What follows belongs to an exercise in optimizing a design on an open flow for small area; a production flow would make more cautious choices. RTL that was checked went through simulation tests only; none was proved equivalent to the original. No functional check of the RTL was part of run 1. Power and IR drop assume default switching activity.

==> design/flow/design.v <==
module crc_frame_engine (
    input  wire        clk,
    input  wire        rst,         
    input  wire        req_valid,
    output wire        req_ready,
    input  wire        req_write,
    input  wire [6:0]  req_addr,    
    input  wire [1:0]  req_size,    
    input  wire [31:0] req_wdata,
    output wire        rsp_valid,
    output wire        rsp_err,     
    output wire [31:0] rsp_rdata
);
    reg [215:0] r;             
    reg [7:0]   t;             
    reg [15:0]  crc;
    reg [3:0]   count;
    reg [2:0]   pres;
    reg         cmd_err;
    reg         ovf;
    reg         clr_all;       
    reg         busy;          
    reg         rev2;          
    reg         rdy_q;         
    wire [2:0] tk   = t[2:0];              
    wire [4:0] tb   = t[7:3];              
    wire       eob  = (tk == 3'd7);
    wire       tk6  = (tk == 3'd6);
    wire       wrap = eob && (tb == 5'd26);
    wire [31:0] w       = req_wdata;
    wire [3:0]  cmd_op  = w[3:0];
    wire [7:0]  cmd_a   = w[15:8];
    wire [7:0]  cmd_len = w[23:16];
    wire        cmd_src = w[4];
    wire [4:0]  word    = req_addr[6:2];
    wire bus_ok = (req_size == 2'd2) && (req_addr[1:0] == 2'b00);
    wire wr_ok  = req_valid && bus_ok && req_write;
    wire rd_ok  = req_valid && bus_ok && !req_write;
    wire is_cmd = wr_ok && (word == 5'h00);
    reg cmd_legal;
    always @(*) begin
        case (cmd_op)
            4'h0, 4'h1, 4'h4, 4'h6:
                cmd_legal = (w[31:4] == 28'd0);
            4'h2, 4'h5:
                cmd_legal = (w[31:16] == 16'd0) && (w[7:4] == 4'd0);
            4'h3:
                cmd_legal = (w[31:24] == 8'd0) && (w[7:5] == 3'd0);
            default:
                cmd_legal = 1'b0;
        endcase
    end
    wire cmd_ok   = is_cmd && cmd_legal;
    wire op_init  = cmd_ok && (cmd_op == 4'h1);
    wire op_byte  = cmd_ok && (cmd_op == 4'h2);
    wire op_range = cmd_ok && (cmd_op == 4'h3);
    wire op_clear = cmd_ok && (cmd_op == 4'h4);
    wire op_push  = cmd_ok && (cmd_op == 4'h5);
    wire op_parse = cmd_ok && (cmd_op == 4'h6);
    wire [4:0] range_end   = cmd_a[3:0] + cmd_len[3:0];
    wire [4:0] range_limit = cmd_src ? 5'd10 : {1'b0, count};
    wire       range_ok    = (cmd_a[7:4] == 4'd0) && (cmd_len[7:4] == 4'd0) &&
                             (range_end <= range_limit);
    wire full       = (count == 4'd15);
    wire range_walk = op_range && range_ok && (cmd_len != 8'd0);
    wire parse_walk = op_parse && full;
    wire long_op    = op_byte || range_walk || parse_walk || op_clear;
    wire push_wait  = op_push && !full;
    reg       ring_word;
    reg [4:0] rtb;
    always @(*) begin
        ring_word = 1'b1;
        case (word)
            5'h04:   rtb = 5'd26;       
            5'h05:   rtb = 5'd3;        
            5'h06:   rtb = 5'd7;        
            5'h07:   rtb = 5'd11;       
            5'h08:   rtb = 5'd14;       
            5'h09:   rtb = 5'd16;       
            5'h0A:   rtb = 5'd19;       
            5'h0B:   rtb = 5'd20;       
            5'h0C:   rtb = 5'd22;       
            default: begin rtb = 5'd0; ring_word = 1'b0; end
        endcase
    end
    wire ring_rd = rd_ok && ring_word;
    wire [3:0] count_inc = count + 4'd1;
    wire [4:0] idle_tgt  = ring_rd ? rtb : {1'b0, count_inc};
    wire [4:0] wk_tgt = busy ? range_end : {1'b0, cmd_a[3:0]};
    wire       wk_hit = (op_parse || op_clear) ? wrap : (eob && (op_byte || (tb == wk_tgt)));
    wire       init   = !busy && !clr_all && long_op && wk_hit;
    wire idle_pre = tk6 && (tb == idle_tgt);
    wire wk_pre   = tk6 && (op_parse ? (rev2 && (tb == 5'd26)) :
                            op_clear ? (tb == 5'd14) :
                                       (op_byte || (tb == wk_tgt)));
    assign req_ready = rdy_q;
    wire accept = req_valid && rdy_q;
    wire finish = busy && accept;       
    wire rdy_d  = req_valid && !accept && !clr_all &&
                  (busy ? wk_pre :
                   long_op ? 1'b0 :
                   (ring_rd || push_wait) ? idle_pre : 1'b1);
    wire [31:0] win;
    genvar g, h;
    generate
        for (g = 0; g < 4; g = g + 1) begin : g_lane
            for (h = 0; h < 8; h = h + 1) begin : g_bit
                assign win[8*g + h] = r[1 + 8*g + 7 - h];
            end
        end
    endgenerate
    reg [3:0]  lane_en;
    reg [31:0] rd_fix;
    always @(*) begin
        lane_en = 4'b0000;
        rd_fix  = 32'd0;
        case (word)
            5'h01: rd_fix = {26'd0, ovf, cmd_err, 1'b0, pres};
            5'h02: rd_fix = {16'd0, crc};
            5'h03: rd_fix = {28'd0, count};
            5'h04, 5'h05, 5'h06, 5'h0C:
                   lane_en = 4'b1111;
            5'h07, 5'h09:
                   lane_en = 4'b0111;
            5'h08, 5'h0B:
                   lane_en = 4'b0011;
            5'h0A: lane_en = 4'b0001;
            5'h10: rd_fix = 32'h0000240A;
            5'h12: rd_fix = 32'h0000720F;
            default: ;
        endcase
    end
    assign rsp_valid = accept;
    assign rsp_err   = !bus_ok;
    assign rsp_rdata = (win & {{8{lane_en[3]}}, {8{lane_en[2]}}, {8{lane_en[1]}}, {8{lane_en[0]}}})
                     | rd_fix;
    reg [7:0] rom_byte;
    always @(*) begin
        case (tb)
            5'd1:    rom_byte = 8'h0A;
            5'd2:    rom_byte = 8'h24;
            5'd9:    rom_byte = 8'h0F;
            5'd10:   rom_byte = 8'h72;
            default: rom_byte = 8'h00;
        endcase
    end
    wire range_bit = op_byte ? cmd_a[~tk] : (cmd_src ? rom_byte[~tk] : r[208]);
    wire parsing = busy && op_parse;
    wire p_good  = !pres[1];
    wire p_ok    = !pres[1] && !pres[2];
    wire p_walk  = (tb >= 5'd2) && (tb <= 5'd12);
    wire p_cmp   = (tb == 5'd13) || (tb == 5'd14);
    wire p_smp   = (tb >= 5'd15) && (tb <= 5'd22);
    wire p_calc  = (tb == 5'd23) || (tb == 5'd24);
    wire p_recv  = (tb >= 5'd25);
    wire p_rot   = (tb == 5'd22) || (tb == 5'd25);
    wire pg      = parsing && p_good;
    wire start_bad = parsing && !rev2 && (tb == 5'd0) &&
                     (r[0] != ((tk == 3'd4) || (tk == 3'd6)));
    wire mismatch  = pg && rev2 && p_cmp && (crc[15] != r[0]);
    wire p_set  = pg && rev2 && (tb == 5'd1) && eob;
    wire p_step = pg && rev2 && p_walk;
    wire p_rol  = pg && (p_rot || p_cmp);
    wire p_swap = pg && p_calc;
    wire copy_en = parsing && rev2 && ((p_smp && p_ok) || (p_recv && p_good));
    wire zero_in = clr_all || (busy && op_clear);
    reg copy_bit;
    always @(*) begin
        case (tb)
            5'd19, 5'd20:                      copy_bit = r[136];
            5'd16, 5'd18, 5'd22, 5'd25:        copy_bit = r[128];
            5'd26:                             copy_bit = r[112];
            default:                           copy_bit = r[144];
        endcase
    end
    wire push_do = accept && push_wait;
    wire        step   = (busy && (op_byte || op_range)) || p_step;
    wire        crc_fb = crc[15] ^ (op_parse ? r[0] : range_bit);
    wire        crc_in = step ? crc_fb : (p_swap ? r[0] : crc[15]);
    wire [15:0] crc_sh_v = {crc[14:0], crc_in} ^ ({16{step && crc_fb}} & 16'h1020);
    wire crc_set = rst || p_set || (!busy && (op_init || (op_range && range_ok)));
    wire crc_wr  = wr_ok && (word == 5'h02);
    wire crc_sh  = step || p_rol || p_swap;
    wire crc_hd  = !crc_wr && !crc_sh;
    wire [15:0] crc_d = {16{crc_set}} | (w[15:0] & {16{crc_wr}})
                      | (crc_sh_v & {16{crc_sh}}) | (crc & {16{crc_hd}});
    integer i;
    always @(posedge clk) begin
        for (i = 0; i < 215; i = i + 1)
            r[i] <= r[i+1];
        r[215] <= !zero_in && (copy_en ? copy_bit : (p_swap ? crc[15] : r[0]));
        if (push_do)
            for (i = 0; i < 8; i = i + 1)
                r[200 + i] <= cmd_a[7 - i];
        crc <= crc_d;
    end
    always @(posedge clk) begin
        if (rst) begin
            t        <= 8'd0;
            count    <= 4'd0;
            pres     <= 3'd0;
            cmd_err  <= 1'b0;
            ovf      <= 1'b0;
            clr_all  <= 1'b1;
            busy     <= 1'b0;
            rev2     <= 1'b0;
            rdy_q    <= 1'b0;
        end else begin
            rdy_q <= rdy_d;
            t <= wrap ? 8'd0 : t + 8'd1;
            if (start_bad) pres <= 3'd3;
            if (mismatch) pres <= 3'd4;
            if (wrap) clr_all <= 1'b0;
            if (parsing && wrap) rev2 <= 1'b1;
            if (init) begin
                busy <= 1'b1;
                rev2 <= 1'b0;
                if (op_parse) pres <= 3'd1;
            end
            if (finish) busy <= 1'b0;
            if ((is_cmd && !cmd_legal) || (op_range && !range_ok)) cmd_err <= 1'b1;
            if (finish && op_clear) count <= 4'd0;
            if (push_do) count <= count_inc;
            if (op_push && full) ovf <= 1'b1;
            if (op_parse && !full) pres <= 3'd2;        
            if (wr_ok && word == 5'h01) begin           
                if (w[4]) cmd_err <= 1'b0;
                if (w[5]) ovf     <= 1'b0;
            end
        end
    end
endmodule
==> design/flow/flow/run.sh <==
#!/bin/bash
# Own layout flow: the standard flow (standard.sh) with a few ORFS
# variables set for a smaller layout:
#  - synthesis maps the logic with an area-oriented ABC script and leaves
#    adders to ABC (ADDER_MAP_FILE empty)
#    (flow/abc_area.script in place of ORFS's abc_speed.script; every other
#    ORFS script is an unchanged copy, so registers are as in the standard
#    synthesis)
#  - the netlist's synthesis buffers are removed at floorplan
#  - port buffers are buf_1 instead of the default delay-buffer cell
#  - clock tree synthesis uses clkbuf_8 and inserts no dummy loads
# The make output goes to standard.log; each tool's own log is kept by ORFS
# under orfs/logs/.
set -euo pipefail
here=$(pwd)
rm -rf "$here/scripts_area"
cp -r "$FLOW_HOME/scripts" "$here/scripts_area"
cp "$here/flow/abc_area.script" "$here/scripts_area/abc_speed.script"
export SCRIPTS_DIR="$here/scripts_area"
export REMOVE_ABC_BUFFERS=1
export ADDER_MAP_FILE=
export BUFFER_PORTS_ARGS="-buffer_cell sky130_fd_sc_hd__buf_1"
export CTS_ARGS="-sink_clustering_enable -repair_clock_nets -dont_use_dummy_load -buf_list sky130_fd_sc_hd__clkbuf_8 -sink_clustering_size 20 -sink_clustering_max_diameter 50"
bash standard.sh > standard.log 2>&1
==> design/flow/flow/abc_area.script <==
strash
dc2
dch -f
amap -F 4 -A 8
strash
dc2
dch -f
amap -F 4 -A 8
topo
stime -c
dnsize -c
==> design/flow/standard.sh <==
#!/bin/bash
# synth_recipe.tcl (not shown) runs the flow's synth.tcl, then flattens the netlist and writes it again
# the make line also repeats each setting of config.mk as NAME=value (left out here)
make -C /OpenROAD-flow-scripts/flow DESIGN_CONFIG=/design/flow/config.mk WORK_HOME=/design/flow/orfs CLKGATE_MAP_FILE= SYNTH_SCRIPT=/design/flow/synth_recipe.tcl "${@:-finish}"
==> design/flow/config.mk <==
export PLATFORM = sky130hd
export DESIGN_NAME = crc_frame_engine
export DESIGN_NICKNAME = crc_frame_engine
export VERILOG_FILES = /design/flow/design.v
export SDC_FILE = /design/flow/constraint.sdc
export NUM_CORES = 4
export LEC_CHECK = 0
export CAP_MARGIN = 20
export CORE_MARGIN = 2
export CORE_UTILIZATION = 60
export GPL_TIMING_DRIVEN = 0
export SLEW_MARGIN = 20
==> design/flow/constraint.sdc <==
create_clock -name core_clock -period 6.0 [get_ports {clk}]
set_input_delay 1.2000 -clock core_clock [delete_from_list [all_inputs] [get_ports {clk}]]
set_output_delay 1.2000 -clock core_clock [all_outputs]
set_load 0.01 [all_outputs]
==> qor.csv, run 1 <==
metric,value,unit
outcome,no timing/DRC/antenna violations,
CP top delay family,simple AND/OR/NAND/NOR gates,
final setup violation count,0,
"Setup Fix Bufs, Post-CTS",0,
CTS max path bufs,3,
Area contributors post-synth,"dfxtp_1, clkinv_1, nor2_1, o21ai_0, a21oi_1",
average size of a mapped cell,10.6,µm²
DRC,0,
Num CTS Buffers,19,
WP data arrival,5.94,ns
first-pass GRT wire length,25.6,mm
post_cts resized,0,
Tot GR Track Use,0.247,
HPWL after DPL,11.7,mm
Fillers,929,
PortBufs,79,
Synth Area in Adders,0,
IO Count,80,
Pleak,0.00289,µW
worst-margin pin slew,1.08,ns
fmax,0.179,GHz
CP bufs+invs,5,
vias in the first global route,5000,
clk slew on worst S/H paths,0.11,ns
share of cells above drive strength 1,0.0275,
Initial Utilization,0.616,
Die ar.,13200,µm²
combinational power share,0.035,
Nets,848,
clk sinks,253,
mux share of post-synthesis cell area,0,
H-tree lvl count,1,
Worst EP required,6.36,ns
Power Density,309,nW/µm²
most frequent cells after synthesis,"dfxtp_1, clkinv_1, nor2_1, nand2_1, o21ai_0",
top-area cell type share of the netlist area,0.684,
Final min period,5.57,ns
RSZ-0062 raised after global routing,false,
Placement Rows,40,
Net Sw Power,530,µW
final setup margin,0.425,ns
routed vias/inst,5.72,
CTS root buffer,clkbuf_8,
post-synthesis sequential area ratio,0.684,
final non-filler cell total,948,
Sw Share,0.210,
drt pass-1 iters,5,
Clk pwr share,0.298,
Power Internal,1990,µW
Post-Synth XOR/XNOR Area,0,
Area growth syn-to-layout,10.3,%
hold buffer count at cts,0,
top_reg_cell synth,dfxtp_1,
"most used cell, CP",clkinv_1,
die height,115,µm
WS Path Type,primary input to flop,
Netlist cell types,42,
post-synthesis compound-gate area fraction,0.155,
antenna cells,0,
"area leader, netlist",dfxtp_1,
dpl ws,0.0865,ns
Mapped Area,7400,µm²
GR Overflow Total,0,
maximum vdd drop,0.000299,V
DIE WIDTH,115,µm
Hold/Removal Path Class,flop to flop,
startpoint types,primary input,
Slew headroom,0.271,
CP peak stage delay,0.50,ns
Synth Area in Simple Gates,0.120,
Clock Skews,0.0526,ns
main combinational cell family by area after synthesis,compound AO/OA/AOI/OAI gates,
Total Wirelength,16.0,mm
sequential power share,0.667,
#FFs+latches synth,253,
Post-synth EDFFs,0,
initial antenna violation count,0,
Async SR Flop Fraction,0,
slowest CP cell,nor4_1,
Synth Instances,701,
Max Cap Viol,0,
largest net degree at the start of global routing,21,
final hold viol count,0,
clock latency (worst-skew pair),0.52,ns
Final ANT Viol Nets,0,
Synth warnings,1,
Vias,5426,
crit path cell chain,buf_1 > clkinv_1 > nor4_1 > a211oi_1 > nor3_1 > o2111ai_1 > nor2_1 > nand2_1 > nor2_1 > clkinv_1 > or3_1 > nor2b_1 > and3_1 > a31oi_1 > o21ai_0 > clkinv_1 > o21ai_1 > buf_4 > o221ai_1,
Slew Limit Fails,0,
placed cells,929,
critical path peak fanout,15,
Core Region,12000,µm²
DR WL/cell,16.8,µm
most common cell in the netlist,dfxtp_1,
Worst setup EP type,flop,
drt initial violations,434,
TritonCTS clock tree,yes,
period utilization,0.929,
RePlAce Congestion,0.959,
cell usage in the layout, fill, tap and decap left out, drive strengths merged, types with 9 or more instances in the layout:
master	n
clkbuf	19
buf	81
nor2	74
clkinv	81
o221ai	18
dfxtp	253
a21oi	42
nor2b	20
nor3	17
nand2	48
o21ai	43
o22ai	9
nor4	12
cell families after synthesis:
kind of cell / count (synthesis)
compound gates: 173
buf+inv: 81
flops: 253
simple gates: 194
power groups by stage:
stage                     clock network [µW]  registers (µW)  logic [µW]
after floorplan                            0            1720        47.2
after global placement                     0            1720        81.6
after detailed placement                   0            1720        84.3
after CTS                                774            1680        84.7
after global routing                     836            1680        96.0
final                                    752            1680        87.1
routing by layer:
layer	routed length [µm]	vias to the layer above	GRT usage
li1	-	2641	-
met4	491	0	0.0827
met1	7290	2490	0.349
met2	6930	251	0.387
met5	0	-	0
met3	1250	44	0.0443
stage by stage:
step           setup TNS [ns]  utilization  hold slack, ns  total power [µW]  cell area, µm²
2_1_floorplan               0            -           0.310              1770            7400
6_report                    0        0.680           0.286              2520            8170
3_5_place_dp                0        0.658           0.312              1810            7900
5_1_grt                     0        0.680           0.287              2620            8170
3_3_place_gp            -2.42        0.656           0.312              1800            7880
4_1_cts                     0        0.680           0.284              2540            8170
sequential cells by signal (all words and copies together) (netlist names):
name / cells
busy: 1
clr_all: 1
cmd_err: 1
count: 4
crc: 16
ovf: 1
pres: 3
r: 216
rdy_q: 1
rev2: 1
t: 8
path summary, 6_finish.rpt:
check,from,end,slack [ns],cells after the start
worst max register to register,busy,crc[15],2.46,10
worst min register to register,r[127],r[126],0.29,0
worst max-delay path,req_wdata[0],crc[15],0.43,19
worst min-delay path,r[127],r[126],0.29,0
area by class of cell:
| cell class | instances | area (µm²) | area share |
|---|---|---|---|
| Timing Repair Buffer | 81 | 312 | 0.0382 |
| Tap cell | 147 | 184 | 0.0225 |
| Inverter | 81 | 304 | 0.0372 |
| Sequential cell | 253 | 5060 | 0.620 |
| Clock buffer | 19 | 262 | 0.0320 |
| Multi-Input combinational cell | 367 | 2040 | 0.250 |
==> inputs of run 2 (changes only) <==
--- a/design/flow/design.v
+++ b/design/flow/design.v
@@ -88,7 +88,7 @@
     wire [4:0] idle_tgt  = ring_rd ? rtb : {1'b0, count_inc};
     wire [4:0] wk_tgt = busy ? range_end : {1'b0, cmd_a[3:0]};
     wire       wk_hit = (op_parse || op_clear) ? wrap : (eob && (op_byte || (tb == wk_tgt)));
-    wire       init   = !busy && !clr_all && long_op && wk_hit;
+    wire       init   = !busy && (!clr_all || wrap) && long_op && wk_hit;
     wire idle_pre = tk6 && (tb == idle_tgt);
     wire wk_pre   = tk6 && (op_parse ? (rev2 && (tb == 5'd26)) :
                             op_clear ? (tb == 5'd14) :
==> qor.csv, run 2 <==
metric,value,unit,change
outcome,no timing/DRC/antenna violations,,unchanged
Synth Instances,683,,was 701
CP bufs+invs,4,,was 5
Total Wirelength,16.2,mm,was 16.0 mm
period utilization,0.939,,was 0.929
Placement Rows,40,,unchanged
Fillers,952,,was 929
hold buffer count at cts,0,,unchanged
Clk pwr share,0.298,,about the same
WS Path Type,primary input to flop,,unchanged
Net Sw Power,527,µW,was 530 µW
CTS max path bufs,3,,unchanged
RePlAce Congestion,0.956,,was 0.959
Worst EP required,6.34,ns,was 6.36 ns
Die ar.,13200,µm²,about the same
clk sinks,253,,unchanged
sequential power share,0.668,,was 0.667
final setup violation count,0,,unchanged
Worst setup EP type,flop,,unchanged
Synth warnings,1,,unchanged
Post-synth EDFFs,0,,unchanged
WP data arrival,5.98,ns,was 5.94 ns
Tot GR Track Use,0.245,,was 0.247
critical path peak fanout,10,,was 15
CP peak stage delay,0.58,ns,was 0.50 ns
largest reg by FF count,r,,unchanged
"commonest cells after routing, fill and taps aside","dfxtp_1, buf_1, nor2_1",,"was dfxtp_1, clkinv_1, buf_1"
Power Internal,1990,µW,about the same
setup TNS,0,ns,unchanged
top_reg_cell synth,dfxtp_1,,unchanged
Mapped Area,7370,µm²,was 7400 µm²
most frequent cells after synthesis,"dfxtp_1, nor2_1, clkinv_1, nand2_1, o21ai_0",,"was dfxtp_1, clkinv_1, nor2_1, nand2_1, o21ai_0"
antenna cells,0,,unchanged
Power Density,309,nW/µm²,about the same
TritonCTS clock tree,yes,,unchanged
drt pass-1 iters,7,,was 5
Area growth syn-to-layout,10.5,%,was 10.3%
Top Registers,"r (216), crc (16), t (8)",,unchanged
drt initial violations,570,,was 434
maximum vdd drop,0.000351,V,was 0.000299 V
Slew Limit Fails,0,,unchanged
PortBufs,79,,unchanged
GR Overflow Total,0,,unchanged
DRC,0,,unchanged
Netlist cell types,42,,unchanged
DIE WIDTH,115,µm,about the same
fin util,0.678,,was 0.680
combinational power share,0.034,,was 0.035
"commonest non-fill, non-tap cell in the layout",dfxtp_1,,unchanged
worst-margin pin slew,1.05,ns,was 1.08 ns
HPWL after DPL,11.8,mm,was 11.7 mm
top-area cell type share of the netlist area,0.687,,was 0.684
final setup margin,0.367,ns,was 0.425 ns
dpl ws,-0.480,ns,was 0.0865 ns
DR WL/cell,17.4,µm,was 16.8 µm
final hold viol count,0,,unchanged
fmax,0.178,GHz,was 0.179 GHz
average size of a mapped cell,10.8,µm²,was 10.6 µm²
Core Region,12000,µm²,unchanged
Async SR Flop Fraction,0,,unchanged
clock latency (worst-skew pair),0.51,ns,was 0.52 ns
Final min period,5.63,ns,was 5.57 ns
IO Count,80,,unchanged
"area leader, netlist",dfxtp_1,,unchanged
initial antenna violation count,0,,unchanged
die height,115,µm,about the same
Pleak,0.00289,µW,about the same
routed vias/inst,5.75,,was 5.72
Clock Skews,0.0533,ns,was 0.0526 ns
Sw Share,0.209,,was 0.210
Final ANT Viol Nets,0,,unchanged
most common cell in the netlist,dfxtp_1,,unchanged
vias in the first global route,5019,,was 5000
CTS root buffer,clkbuf_8,,unchanged
startpoint types,primary input,,unchanged
Initial Utilization,0.613,,was 0.616
Num CTS Buffers,19,,unchanged
clk slew on worst S/H paths,0.11,ns,about the same
slowest CP cell,or4_1,,was nor4_1
Nets,830,,was 848
CP top delay family,simple AND/OR/NAND/NOR gates,,unchanged
crit path cell chain,buf_1 > or4_1 > or3_1 > nor3_1 > a22oi_1 > nor3_1 > nor2b_2 > nand2_1 > nor2_1 > clkinv_1 > nor3_2 > nand2_1 > o32ai_1 > clkinv_1 > o211ai_1 > buf_4 > nor2_1 > a221oi_1 > o221ai_1,,was buf_1 > clkinv_1 > nor4_1 > a211oi_1 > nor3_1 > o2111ai_1 > nor2_1 > nand2_1 > nor2_1 > clkinv_1 > or3_1 > nor2b_1 > and3_1 > a31oi_1 > o21ai_0 > clkinv_1 > o21ai_1 > buf_4 > o221ai_1
H-tree lvl count,1,,unchanged
Hold/Removal Path Class,flop to flop,,unchanged
Max Cap Viol,0,,unchanged
RSZ-0062 raised after global routing,false,,unchanged
Slew headroom,0.292,,was 0.271
Area contributors post-synth,"dfxtp_1, nor2_1, clkinv_1, o21ai_0, nand2_1",,"was dfxtp_1, clkinv_1, nor2_1, o21ai_0, a21oi_1"
share of cells above drive strength 1,0.0307,,was 0.0275
post-synthesis sequential area ratio,0.687,,was 0.684
Largest register FFs,216,,unchanged
#FFs+latches synth,253,,unchanged
first-pass GRT wire length,25.4,mm,was 25.6 mm
Vias,5344,,was 5426
largest net degree at the start of global routing,21,,unchanged
## run 2: cell count changes after synthesis, sizes merged, moves of 3 or more
cell    change
nor2        -4
nor3        +3
nand2       +3
a21oi      -16
o221ai     -11
nor4        -3
clkinv     -12
a22o        +5
a221oi      +4
a221o       +8
a211oi      +3
## run 2: through the flow
stage | total power, µW | instances | hold slack, ns | area (µm²)
CTS | 2530 | 929 | 0.322 | 8120
finish | 2520 | 930 | 0.320 | 8140
global route | 2600 | 930 | 0.328 | 8140
global placement | 1800 | 909 | 0.310 | 7850
floorplan | 1770 | 683 | 0.310 | 7370
detailed placement | 1800 | 910 | 0.312 | 7860
## run 2: power groups by stage
stage | sequential, µW | clock (µW) | combinational, µW
2_1_floorplan | 1720 | 0 | 45.6
3_3_place_gp | 1720 | 0 | 78.0
3_5_place_dp | 1720 | 0 | 81.1
4_1_cts | 1680 | 767 | 81.7
5_1_grt | 1680 | 825 | 92.1
6_report | 1680 | 752 | 84.5
## run 2: timing repair
| action | 4_1_cts | 5_1_grt |
|---|---|---|
| setup buffers | 0 | 1 |
| endpoints found under the setup margin | 0 | 16 |
| resized for setup | 0 | 2 |
## run 2: logic make-up after synthesis
logic type | Yosys count | share of synthesized area
compound gates | 166 | 0.156
flops | 253 | 0.687
simple gates | 195 | 0.122
buf+inv | 69 | 0.0352
## run 2: final cells by class
| class | instances | area, µm² | area share |
|---|---|---|---|
| clock buffer | 19 | 262 | 0.0321 |
| inverter | 69 | 259 | 0.0318 |
| multi-input combinational | 361 | 2060 | 0.253 |
| sequential | 253 | 5060 | 0.622 |
| tap | 147 | 184 | 0.0226 |
| timing repair buffer | 81 | 312 | 0.0383 |
## run 2: worst reg2reg max path: cells and delay by family (launching register included)
kind / cells / cell delay (ns)
buffers and inverters: 3 / 0.96
and+or+nand+nor: 3 / 0.79
DFF: 1 / 0.57
AOI/OAI and AO/OA: 3 / 1.12
## run 2: final timing paths
path	startpoint	endpoint	slack, ns	cells after the start
max	req_wdata[20]	crc[5]	0.37	19
min reg2reg	r[10]	r[9]	0.32	0
max reg2reg	t[6]	crc[15]	2.47	9
min	r[10]	r[9]	0.32	0
## run 2: layer usage
layer | routed length [µm] | up-vias | global-route usage
met5 | 0 | - | 0
met4 | 526 | 0 | 0.0948
met3 | 1060 | 38 | 0.0395
met2 | 7190 | 230 | 0.385
met1 | 7420 | 2477 | 0.345
li1 | - | 2599 | -
==> inputs of run 3 (changes only) <==
--- a/design/flow/config.mk
+++ b/design/flow/config.mk
@@ -7,6 +7,6 @@
 export LEC_CHECK = 0
 export CAP_MARGIN = 20
 export CORE_MARGIN = 2
-export CORE_UTILIZATION = 60
+export CORE_UTILIZATION = 66
 export GPL_TIMING_DRIVEN = 0
 export SLEW_MARGIN = 20
==> qor.csv, run 3 <==
metric,value,unit,change
Core Region,10900,µm²,was 12000 µm²
HPWL after DPL,11.6,mm,was 11.8 mm
first-pass GRT wire length,25.5,mm,was 25.4 mm
"Setup Fix Bufs, Post-CTS",0,,unchanged
Placement Rows,38,,was 40
"area leader, netlist",dfxtp_1,,unchanged
WS Path Type,primary input to flop,,unchanged
Post-Synth XOR/XNOR Area,0,,unchanged
Slew headroom,0.354,,was 0.292
RePlAce Congestion,1.02,,was 0.956
Tot GR Track Use,0.271,,was 0.245
TritonCTS clock tree,yes,,unchanged
die height,110,µm,was 115 µm
top-area cell type share of the netlist area,0.687,,unchanged
Async SR Flop Fraction,0,,unchanged
initial antenna violation count,0,,unchanged
H-tree lvl count,1,,unchanged
vias in the first global route,5113,,was 5019
Worst setup EP type,flop,,unchanged
CTS root buffer,clkbuf_8,,unchanged
maximum vdd drop,0.000349,V,was 0.000351 V
most frequent cells after synthesis,"dfxtp_1, nor2_1, clkinv_1, nand2_1, o21ai_0",,unchanged
routed vias/inst,5.88,,was 5.75
Power Density,308,nW/µm²,was 309 nW/µm²
largest net degree at the start of global routing,21,,unchanged
Worst Hold Launch,r[133],,was r[10]
PortBufs,79,,unchanged
clock latency (worst-skew pair),0.51,ns,about the same
clk sinks,253,,unchanged
share of cells above drive strength 1,0.0294,,was 0.0307
"commonest non-fill, non-tap cell in the layout",dfxtp_1,,unchanged
Top Registers,"r (216), crc (16), t (8)",,unchanged
Area growth syn-to-layout,10.1,%,was 10.5%
Netlist cell types,42,,unchanged
Die ar.,12000,µm²,was 13200 µm²
final hold viol count,0,,unchanged
final setup violation count,0,,unchanged
Num CTS Buffers,18,,was 19
setup TNS,0,ns,unchanged
Synth Area in Adders,0,,unchanged
top_reg_cell synth,dfxtp_1,,unchanged
total power,2500,µW,was 2520 µW
outcome,no timing/DRC/antenna violations,,unchanged
drt pass-1 iters,8,,was 7
Final min period,5.61,ns,was 5.63 ns
mux share of post-synthesis cell area,0,,unchanged
CTS max path bufs,3,,unchanged
clk slew on worst S/H paths,0.11,ns,about the same
average size of a mapped cell,10.8,µm²,unchanged
Initial Utilization,0.677,,was 0.613
Max Cap Viol,0,,unchanged
most common cell in the netlist,dfxtp_1,,unchanged
antenna cells,0,,unchanged
reg2reg setup slack,2.45,ns,was 2.47 ns
Largest register FFs,216,,unchanged
placed cells,902,,was 910
sink of the worst hold path,r[132],,was r[9]
Final ANT Viol Nets,0,,unchanged
Synth warnings,1,,unchanged
fin util,0.745,,was 0.678
Pleak,0.00288,µW,was 0.00289 µW
DR WL/cell,17.6,µm,was 17.4 µm
IO Count,80,,unchanged
Worst R2R End,crc[7],,was crc[15]
Vias,5420,,was 5344
startpoint types,primary input,,unchanged
Hold/Removal Path Class,flop to flop,,unchanged
#FFs+latches synth,253,,unchanged
Total Wirelength,16.2,mm,about the same
Nets,828,,was 830
RSZ-0062 raised after global routing,false,,unchanged
final non-filler cell total,921,,was 930
Worst EP required,6.32,ns,was 6.34 ns
period utilization,0.935,,was 0.939
critical path peak fanout,12,,was 10
post-synthesis compound-gate area fraction,0.156,,unchanged
Mapped Area,7370,µm²,unchanged
WP data arrival,5.93,ns,was 5.98 ns
R2R depth,9,,unchanged
final setup margin,0.388,ns,was 0.367 ns
largest reg by FF count,r,,unchanged
drt initial violations,540,,was 570
fmax,0.178,GHz,about the same
Hold Crit Depth,0,,unchanged
DRC,0,,unchanged
Area contributors post-synth,"dfxtp_1, nor2_1, clkinv_1, o21ai_0, nand2_1",,unchanged
Slew Limit Fails,0,,unchanged
"commonest cells after routing, fill and taps aside","dfxtp_1, buf_1, nor2_1",,unchanged
dpl ws,-0.436,ns,was -0.480 ns
post-synthesis sequential area ratio,0.687,,unchanged
worst-margin pin slew,0.960,ns,was 1.05 ns
Synth Area in Simple Gates,0.122,,unchanged
DIE WIDTH,110,µm,was 115 µm
r2r startpoint,t[6],,unchanged
Post-synth EDFFs,0,,unchanged
Synth Instances,683,,unchanged
Clock Skews,0.0677,ns,was 0.0533 ns
main combinational cell family by area after synthesis,compound AO/OA/AOI/OAI gates,,unchanged
GR Overflow Total,0,,unchanged
==> run 3: changes by cell type in the layout (fill, tap and decap cells not counted) <==
cell	previous run	this run
o31ai_2	0	1
buf_4	2	0
clkbuf_4	0	1
o31ai_1	1	0
clkbuf_8	19	18
==> run 3: area by class of cell <==
type,count,area [µm²]
Sequential cell,253,5060
Fill cell,771,2770
Multi-Input combinational cell,361,2060
Timing Repair Buffer,80,304
Inverter,69,259
Clock buffer,18,248
Tap cell,140,175
==> run 3: what timing repair did <==
item	4_1_cts	5_1_grt
gates resized for setup	0	2
hold buffers	0	0
setup endpoints to repair	0	16
==> run 3: cells by family after synthesis <==
group | Yosys count
DFF | 253
and+or+nand+nor | 195
AOI/OAI and AO/OA | 166
buffers and inverters | 69
==> run 3: how the worst max path moves through the flow <==
| stage | from | to | slack, ns | depth (start not counted) |
|---|---|---|---|---|
| finish | req_wdata[20] | crc[5] | 0.39 | 19 |
| global route | req_wdata[20] | crc[5] | 0.04 | 19 |
| CTS | req_wdata[20] | crc[5] | 0.04 | 18 |
| detailed placement | req_wdata[20] | crc[5] | -0.44 | 18 |
| global placement | req_wdata[20] | crc[5] | -0.40 | 18 |
| floorplan | req_wdata[20] | crc[5] | 0.68 | 17 |
==> run 3: through the flow <==
| step | area (µm²) | hold slack [ns] |
|---|---|---|
| global route | 8110 | 0.322 |
| finish | 8110 | 0.313 |
| floorplan | 7370 | 0.310 |
| detailed placement | 7840 | 0.312 |
| global placement | 7840 | 0.312 |
| CTS | 8090 | 0.317 |
==> run 3: power by group <==
group / switching [µW] / leakage (µW) / internal, µW
Combinational: 58.3 / 0.000715 / 25.9
Sequential: 2.20 / 0.00204 / 1680
Clock: 464 / 0.000129 / 271
Total: 525 / 0.00288 / 1980
==> run 3: routing by layer <==
layer	part of all wire	wire, µm	global-route usage	vias to the layer above
met3	0.088	1430	0.0480	38
met2	0.46	7410	0.446	309
met4	0.027	431	0.0850	0
met1	0.43	6930	0.367	2473
met5	0	0	0	-
li1	-	-	-	2600
==> run 3: critical path, cell delays in order <==
cell and delay (ns):
buf_1 0.06, or4_1 0.53, or3_1 0.32, nor3_1 0.26
a22oi_1 0.11, nor3_1 0.23, nor2b_2 0.32, nand2_1 0.18
nor2_1 0.28, clkinv_1 0.24, nor3_2 0.25, nand2_1 0.14
o32ai_1 0.34, clkinv_1 0.17, o211ai_1 0.27, clkbuf_4 0.33
nor2_1 0.16, a221oi_1 0.36, o221ai_1 0.18
==> inputs of run 4 (changes only) <==
--- a/design/flow/flow/run.sh
+++ b/design/flow/flow/run.sh
@@ -8,7 +8,7 @@
 #    synthesis)
 #  - the netlist's synthesis buffers are removed at floorplan
 #  - port buffers are buf_1 instead of the default delay-buffer cell
-#  - clock tree synthesis uses clkbuf_8 and inserts no dummy loads
+#  - clock tree synthesis uses clkbuf_16 and inserts no dummy loads
 # The make output goes to standard.log; each tool's own log is kept by ORFS
 # under orfs/logs/.
 set -euo pipefail
@@ -20,5 +20,5 @@
 export REMOVE_ABC_BUFFERS=1
 export ADDER_MAP_FILE=
 export BUFFER_PORTS_ARGS="-buffer_cell sky130_fd_sc_hd__buf_1"
-export CTS_ARGS="-sink_clustering_enable -repair_clock_nets -dont_use_dummy_load -buf_list sky130_fd_sc_hd__clkbuf_8 -sink_clustering_size 20 -sink_clustering_max_diameter 50"
+export CTS_ARGS="-sink_clustering_enable -repair_clock_nets -dont_use_dummy_load -buf_list sky130_fd_sc_hd__clkbuf_16 -sink_clustering_size 35 -sink_clustering_max_diameter 60"
 bash standard.sh > standard.log 2>&1
--- a/design/flow/config.mk
+++ b/design/flow/config.mk
@@ -7,6 +7,6 @@
 export LEC_CHECK = 0
 export CAP_MARGIN = 20
 export CORE_MARGIN = 2
-export CORE_UTILIZATION = 66
+export CORE_UTILIZATION = 60
 export GPL_TIMING_DRIVEN = 0
 export SLEW_MARGIN = 20
==> qor.csv, run 4 <==
metric,value,unit,change
routed vias/inst,5.86,,was 5.88
average size of a mapped cell,10.8,µm²,unchanged
Max Cap Viol,0,,unchanged
clk sinks,253,,unchanged
Mapped Area,7370,µm²,unchanged
top_reg_cell synth,dfxtp_1,,unchanged
GR Overflow Total,0,,unchanged
Worst R2R End,crc[15],,was crc[7]
maximum vdd drop,0.000272,V,was 0.000349 V
reg2reg setup slack,2.53,ns,was 2.45 ns
crit path cell chain,buf_1 > or4_1 > or3_1 > nor3_1 > a22oi_1 > nor3_1 > nor2b_4 > nand2_1 > nor2_1 > clkinv_1 > nor3_2 > nand2_1 > o32ai_1 > clkinv_1 > o211ai_1 > buf_4 > nor2_1 > a221oi_1 > o221ai_1,,was buf_1 > or4_1 > or3_1 > nor3_1 > a22oi_1 > nor3_1 > nor2b_2 > nand2_1 > nor2_1 > clkinv_1 > nor3_2 > nand2_1 > o32ai_1 > clkinv_1 > o211ai_1 > clkbuf_4 > nor2_1 > a221oi_1 > o221ai_1
RSZ-0062 raised after global routing,false,,unchanged
Storage cell area,5060,µm²,unchanged
Hold Crit Depth,0,,unchanged
Synth warnings,1,,unchanged
Post-synth EDFFs,0,,unchanged
Top Registers,"r (216), crc (16), t (8)",,unchanged
post-synthesis compound-gate area fraction,0.156,,unchanged
Final Hold Slack,0.290,ns,was 0.313 ns
WS Path Type,primary input to flop,,unchanged
Initial Utilization,0.613,,was 0.677
final non-filler cell total,925,,was 921
Final min period,5.62,ns,was 5.61 ns
DR WL/cell,17.9,µm,was 17.6 µm
Hold/Removal Path Class,flop to flop,,unchanged
Synth Area in Simple Gates,0.122,,unchanged
vias in the first global route,5105,,was 5113
Nets,825,,was 828
placed cells,910,,was 902
period utilization,0.936,,was 0.935
footprint of the multi-input gates,2060,µm²,unchanged
Slew Limit Fails,0,,unchanged
hold buffer count at cts,0,,unchanged
"area leader, netlist",dfxtp_1,,unchanged
Netlist cell types,42,,unchanged
#FFs+latches synth,253,,unchanged
Worst EP required,6.29,ns,was 6.32 ns
antenna cells,0,,unchanged
dpl ws,-0.480,ns,was -0.436 ns
RePlAce Congestion,0.956,,was 1.02
CP startpoint,req_wdata[20],,unchanged
Largest register FFs,216,,unchanged
Core Region,12000,µm²,was 10900 µm²
Num CTS Buffers,14,,was 18
fin util,0.685,,was 0.745
CP bufs+invs,4,,unchanged
Async SR Flop Fraction,0,,unchanged
Clock Skews,0.0789,ns,was 0.0677 ns
DRC,0,,unchanged
drt initial violations,604,,was 540
CTS max path bufs,3,,unchanged
Tot GR Track Use,0.252,,was 0.271
HPWL after DPL,11.8,mm,was 11.6 mm
Die ar.,13200,µm²,was 12000 µm²
final hold viol count,0,,unchanged
Worst setup EP type,flop,,unchanged
drt pass-1 iters,7,,was 8
Synth Instances,683,,unchanged
Final ANT Viol Nets,0,,unchanged
TritonCTS clock tree,yes,,unchanged
WP depth,19,,unchanged
IO Count,80,,unchanged
Pleak,0.00293,µW,was 0.00288 µW
mux share of post-synthesis cell area,0,,unchanged
post-synthesis sequential area ratio,0.687,,unchanged
Placement Rows,40,,was 38
clk slew on worst S/H paths,0.11,ns,about the same
final setup margin,0.381,ns,was 0.388 ns
slowest CP cell,or4_1,,unchanged
CP endpoint,crc[5],,unchanged
Synth Area in Adders,0,,unchanged
"commonest non-fill, non-tap cell in the layout",dfxtp_1,,unchanged
"commonest cells after routing, fill and taps aside","dfxtp_1, buf_1, nor2_1",,unchanged
Area contributors post-synth,"dfxtp_1, nor2_1, clkinv_1, o21ai_0, nand2_1",,unchanged
H-tree lvl count,1,,unchanged
die height,115,µm,was 110 µm
top-area cell type share of the netlist area,0.687,,unchanged
outcome,no timing/DRC/antenna violations,,unchanged
r2r startpoint,t[4],,was t[6]
first-pass GRT wire length,26.1,mm,was 25.5 mm
most common cell in the netlist,dfxtp_1,,unchanged
most frequent cells after synthesis,"dfxtp_1, nor2_1, clkinv_1, nand2_1, o21ai_0",,unchanged
largest net degree at the start of global routing,36,,was 21
Post-Synth XOR/XNOR Area,0,,unchanged
clock latency (worst-skew pair),0.50,ns,was 0.51 ns
setup TNS,0,ns,unchanged
DIE WIDTH,115,µm,was 110 µm
startpoint types,primary input,,unchanged
R2R depth,9,,unchanged
Slew headroom,0.298,,was 0.354
PortBufs,79,,unchanged
Power Density,324,nW/µm²,was 308 nW/µm²
largest reg by FF count,r,,unchanged
WP data arrival,5.91,ns,was 5.93 ns
critical path peak fanout,10,,was 12
Fillers,931,,was 771
CP top delay family,simple AND/OR/NAND/NOR gates,,unchanged
final setup violation count,0,,unchanged
initial antenna violation count,0,,unchanged
Total Wirelength,16.6,mm,was 16.2 mm
worst-margin pin slew,1.04,ns,was 0.960 ns
fmax,0.178,GHz,about the same
Area growth syn-to-layout,11.7,%,was 10.1%
Vias,5419,,was 5420
CTS root buffer,clkbuf_16,,was clkbuf_8
CP peak stage delay,0.58,ns,was 0.53 ns
main combinational cell family by area after synthesis,compound AO/OA/AOI/OAI gates,,unchanged
share of cells above drive strength 1,0.0244,,was 0.0294
-- run 4: kinds of logic (layout without fill, tap and decap cells) --
group / count (synthesis) / after routing
simple gates: 195 / 195
buf+inv: 69 / 164
compound gates: 166 / 166
flops: 253 / 253
-- run 4: metal layers --
| metal | GRT usage | part of all wire | vias to the layer above |
|---|---|---|---|
| met5 | 0 | 0 | - |
| met1 | 0.351 | 0.45 | 2513 |
| li1 | - | - | 2600 |
| met2 | 0.409 | 0.45 | 265 |
| met4 | 0.0859 | 0.027 | 0 |
| met3 | 0.0374 | 0.071 | 41 |
-- run 4: through the flow --
| stage | instance area, µm² | total power, µW |
|---|---|---|
| floorplan | 7370 | 1770 |
| global placement | 7850 | 1800 |
| detailed placement | 7860 | 1800 |
| CTS | 8210 | 2680 |
| global route | 8230 | 2750 |
| finish | 8230 | 2670 |
-- run 4: worst min-delay path by stage --
| stage | startpoint | endpoint |
|---|---|---|
| after floorplan | r[101] | r[100] |
| after global routing | r[141] | r[140] |
| after global placement | r[209] | r[208] |
| after CTS | r[141] | r[140] |
| after detailed placement | r[134] | r[133] |
| final | r[141] | r[140] |
-- run 4: power breakdown --
group          leakage (µW)  internal, µW  switching [µW]
registers           0.00204          1680            2.08
logic              0.000719          25.7            59.2
clock network      0.000173           419             481
-- run 4: repair_timing --
item,in CTS,in global routing
buffers inserted,0,1
setup endpoints to repair,1,16
gates resized for setup,1,2
hold endpoints to repair,0,0
-- run 4: worst reg2reg max path, delay by kind of cell, from the launching register on --
kind            cells  cell delay, ns
compound gates      3            1.10
buf+inv             3            0.98
simple gates        3            0.84
flops               1            0.51
-- run 4: layout make-up --
type / instances / share of cell area
Sequential cell: 253 / 0.615
Multi-Input combinational cell: 361 / 0.251
Clock buffer: 14 / 0.0426
Timing Repair Buffer: 81 / 0.0378
Inverter: 69 / 0.0315
Tap cell: 147 / 0.0223

## port drivers added, routing unchanged
The flow's constraints put no driver on any port. The routed layouts listed below were extracted and timed again, unchanged, in two steps.
Step 1: set_driving_cell puts a clkbuf_16 on clk and a buf_2 on each other input, an assumption about the parent block.
Step 2 adds t to the input delays and takes it off the output delays; t is the mean of the earliest and latest rising clock arrival at the registers after step 1. Input paths then give back, and output paths get back, about the clock's delay inside the block.
Slacks: no drivers / after step 1 / after step 2; pairs: no drivers / after step 1.
run	shift t [ns]	slack for setup (ns)	worst register clock-pin slew, ns
run 1	0.532	0.425 / 0.432 / -0.101	0.11 / 0.11
run 2	0.522	0.367 / 0.384 / -0.138	0.11 / 0.11
run 3	0.507	0.388 / 0.400 / -0.107	0.12 / 0.12
run 4	0.501	0.381 / 0.398 / -0.103	0.12 / 0.12
Met with ideal ports but missed after step 2: setup timing in every run listed. The setup slack of run 1, which loses most, moves by +0.007 ns with the drivers and by -0.526 ns with both steps.
